Background: an optimization exercise with open tools, aiming at small area. Do not read the settings as production practice.
Function was checked by simulation only, so behaviour that the tests miss may differ from the original.
Power and IR drop assume default switching activity.

Design apds9930_bb, start of the top module:
module apds9930_bb (
    input  wire        clk,
    input  wire        rst,
    input  wire        cmd_valid,
    output wire        cmd_ready,
    input  wire [47:0] cmd_word,
    output reg         rsp_valid,
    output wire [1:0]  rsp_err,
    output wire [5:0]  rsp_nack,
    output wire [31:0] rsp_data,
    output wire        scl_out,
    output wire        sda_out,
    input  wire        scl_in,
    input  wire        sda_in
);
For scale: about 780 cells after synthesis, roughly 6100 sq um of cells after synthesis.
Settings: LEC_CHECK=0, ABC_AREA=1, CAP_MARGIN=0, CORE_MARGIN=2, CORE_UTILIZATION=40, CTS_BUF_LIST=sky130_fd_sc_hd__clkbuf_8, SLEW_MARGIN=0; clock period 190.0 ns.
standard.sh (not shown) runs the stock make flow with config.mk's settings and CLKGATE_MAP_FILE= SYNTH_SCRIPT=/design/flow/synth_recipe.tcl, a recipe that flattens the netlist after the stock synthesis.
==> flow/flow/run.sh <==
#!/bin/bash
# Own layout flow: the standard synthesis, then the combinational logic
# of that netlist is re-mapped by ABC with an area script (registers and
# their names/cells untouched), then the standard ORFS layout with
# sky130_fd_sc_hd__buf_1 port buffers.
set -euo pipefail
W=$(pwd)
P=${FLOW_PLATFORM:-sky130hd}
R=$W/orfs/results/$P/apds9930_bb/base
LIB=$FLOW_HOME/platforms/$P/lib/sky130_fd_sc_hd__tt_025C_1v80.lib

bash standard.sh synth > $W/flow_1_standard_synth.log 2>&1

cp $R/1_2_yosys.v $W/std_1_2_yosys.v
DU=""
for c in $(sed -n '/^export DONT_USE_CELLS/,/^$/p' $FLOW_HOME/platforms/$P/config.mk | grep -o 'sky130_fd_sc_hd__[a-z0-9_]*'); do
  DU="$DU -dont_use $c"
done
FF=$(grep -o 'sky130_fd_sc_hd__[a-z0-9_]*' $W/std_1_2_yosys.v | sort -u | grep -E '__(e?df|sdf|dl|dfr|dfs|dfb|edfx)' | tr '\n' ' ')
cat > $W/reabc.ys <<EOS
read_liberty -ignore_miss_func $LIB
blackbox $FF
read_verilog $W/std_1_2_yosys.v
hierarchy -top $FLOW_TOP
flatten
opt -purge
abc -liberty $LIB $DU -script $W/flow/area.abc
opt_clean -purge
hilomap -singleton -hicell sky130_fd_sc_hd__conb_1 HI -locell sky130_fd_sc_hd__conb_1 LO
tee -o $W/reabc_stat.txt stat -liberty $LIB
write_verilog -noattr -nohex -nodec $W/reabc_1_2_yosys.v
EOS
yosys -s $W/reabc.ys > $W/flow_2_reabc_yosys.log 2>&1
yosys -p "read_liberty -lib -ignore_miss_func $LIB; read_verilog $W/reabc_1_2_yosys.v; hierarchy -top $FLOW_TOP; check -assert -mapped" > $W/flow_2b_reabc_check.log 2>&1
# the registers must be the standard synthesis's, by name and cell
diff <(grep -oE '^ *sky130_fd_sc_hd__[a-z0-9_]+ \S+' $W/std_1_2_yosys.v | grep -E '__(e?df|sdf|dl)' | sort) \
     <(grep -oE '^ *sky130_fd_sc_hd__[a-z0-9_]+ \S+' $W/reabc_1_2_yosys.v | grep -E '__(e?df|sdf|dl)' | sort) > $W/flow_2c_reg_diff.log 2>&1
cp $W/reabc_1_2_yosys.v $R/1_2_yosys.v
touch $R/1_2_yosys.v

bash standard.sh finish "BUFFER_PORTS_ARGS=-buffer_cell sky130_fd_sc_hd__buf_1" > $W/flow_3_standard_finish.log 2>&1
==> flow/flow/area.abc <==
strash
&get -n
&deepsyn -T 180
&put
dch -f
amap
Next try:
--- a/flow/design.v
+++ b/flow/design.v
@@ -176,83 +176,81 @@
     wire        q2  = r2s[9] | r2s[8];
     wire [7:0]  r2n = q2 ? r2s[7:0] : r2p[7:0];
     reg  [6:0]  lend;
     always @(*) begin
         case (fr)
             2'd0: lend = 7'd74;
             2'd1: lend = 7'd71;
             2'd2: lend = 7'd70;
             default: lend = 7'd71;
         endcase
     end
     wire accept = cmd_valid && !busy;
+    always @(posedge clk)
+        ph <= accept ? 2'd0 : ph + 2'd1;
     always @(posedge clk) begin
         if (rst) begin
             busy      <= 1'b0;
             rsp_valid <= 1'b0;
             scl_r     <= 1'b1;
             sda_r     <= 1'b1;
             active    <= 1'b0;
             nakf      <= 1'b0;
         end else begin
             rsp_valid <= 1'b0;
             if (!busy) begin
                 if (accept) begin
                     op    <= !in_legal ? 4'h0 : !in_state_ok ? 4'h7 : in_op;
                     fr    <= in_f[1:0];
                     ra    <= in_a;
                     rb    <= in_b;
                     nackv <= 6'd0;
                     seg   <= 4'd0;
                     hf    <= 1'b0;
                     stp   <= {4'd0, in_bus};
-                    ph    <= 2'd0;
                     fin   <= 1'b0;
-                    R     <= {16'd0, (in_ok && in_lux) ? in_c[15:6] : 10'd0,
-                              (in_ok && in_lux) ? in_c[5:0] :
-                              (in_ok && in_op == OP_RDST) ? {sda_in, scl_in, sda_r, scl_r, nakf, active} : 6'd0};
+                    R     <= {16'd0, in_legal ? in_c[15:6] : 10'd0,
+                              in_legal ? in_c[5:0] | ((in_op == OP_RDST) ? {sda_in, scl_in, sda_r, scl_r, nakf, active} : 6'd0) : 6'd0};
                     if (!in_ok || (!in_bus && !in_lux)) begin
                         rsp_valid <= 1'b1;
                         if (in_ok && in_op == OP_CLRF) nakf <= 1'b0;
                     end else begin
                         busy <= 1'b1;
                         if (in_bus) begin
                             if (in_op == OP_START) active <= 1'b1;
                             if (in_op == OP_STOP)  active <= 1'b0;
                             if (f_act[3]) scl_r <= f_act[2];
                             if (f_act[1]) sda_r <= f_act[0];
                         end
                     end
                 end
             end else if (op == OP_LUX) begin
-                ph  <= ph + 2'd1;
                 if (ph == 2'd3) stp <= stp + 5'd1;
                 if (!lc[5] && !lc[6]) begin
                     R[31:16] <= (lc == 7'd15) ? 16'd0 : {ss[15], ss[15:1]};
                     R[15:0]  <= {p1 ? R[0] : ss[0], R[15:1]};
                     rb       <= {p1 & rb[0], rb[15:1]};
                     if (lc == 7'd15) hf <= ~ss[15];
                     if (lc == 7'd31) hf <= ss[15];
                 end else begin
                     rb[8:0]  <= r1n[8:0];
                     {fin, rb[15:9]} <= r2n;
                     seg      <= r3n[3:0];
                     R        <= {R[30:0], q2};
                     if (lc == lend) begin
                         busy      <= 1'b0;
                         rsp_valid <= 1'b1;
                     end
                 end
             end else begin
-                ph <= ph + 2'd1;
                 if (ph == 2'd3) begin
                     if (smp_ack) begin
                         nackv[k] <= sda_in;
                         if (sda_in) nakf <= 1'b1;
                         if (op == OP_WACK || op == OP_CHECK)
                             R <= {R[30:0], sda_in ^ (op == OP_CHECK)};
                     end
                     if (smp_bit) begin
                         if (op == OP_RDPAIR && hf && !fr[0])
                             R[15:8] <= {R[14:8], sda_in};
                         else
                             R <= {R[30:0], sda_in};
=> Cell area increases by 1.2%. Worst setup slack improves by 0.0030 ns. Synthesized cell count rose by 0.38%. Final cell count went up by 0.37%. Utilization is higher by 0.56 points. Non-clock buffer count grows by 1. Clock power rose by 28%. Power rises by 17%. Sequential cell count is unchanged. First-iteration DRC count came out higher by 2.6%. Worst hold slack degrades by 0.039 ns. Area after synthesis hardly moves. Die area barely changes.

==> port drivers added, routing unchanged <==
How much do the figures lean on ideal ports? The routed layouts below were timed once more, with nothing changed but the port constraints.
Step 1 sets driving cells, clkbuf_16 on the clock port and buf_2 on the other inputs (assumed; they add their load-dependent delay and slew).
Step 2, shift: input delay + t, output delay - t, t = (earliest + latest rising clock arrival at the registers) / 2. This alone moves slack from input paths to output paths.
Slacks: ideal / step 1 / step 2; pairs: ideal / step 1.
run | t (ns) | slack for setup (ns) | hold WS [ns] | worst setup path after step 2 | worst register clock-pin slew, ns
the first run | 0.417 | 149.237 / 149.253 / 148.835 | 0.491 / 0.491 / 0.491 | input to register | 0.09 / 0.09
the second run | 0.414 | 149.240 / 149.256 / 148.841 | 0.452 / 0.452 / 0.452 | input to register | 0.10 / 0.10
After both steps setup and hold are still met in every run listed. For the first run, which loses most, drivers alone change the setup slack by +0.016 ns; drivers and shift together by -0.402 ns.
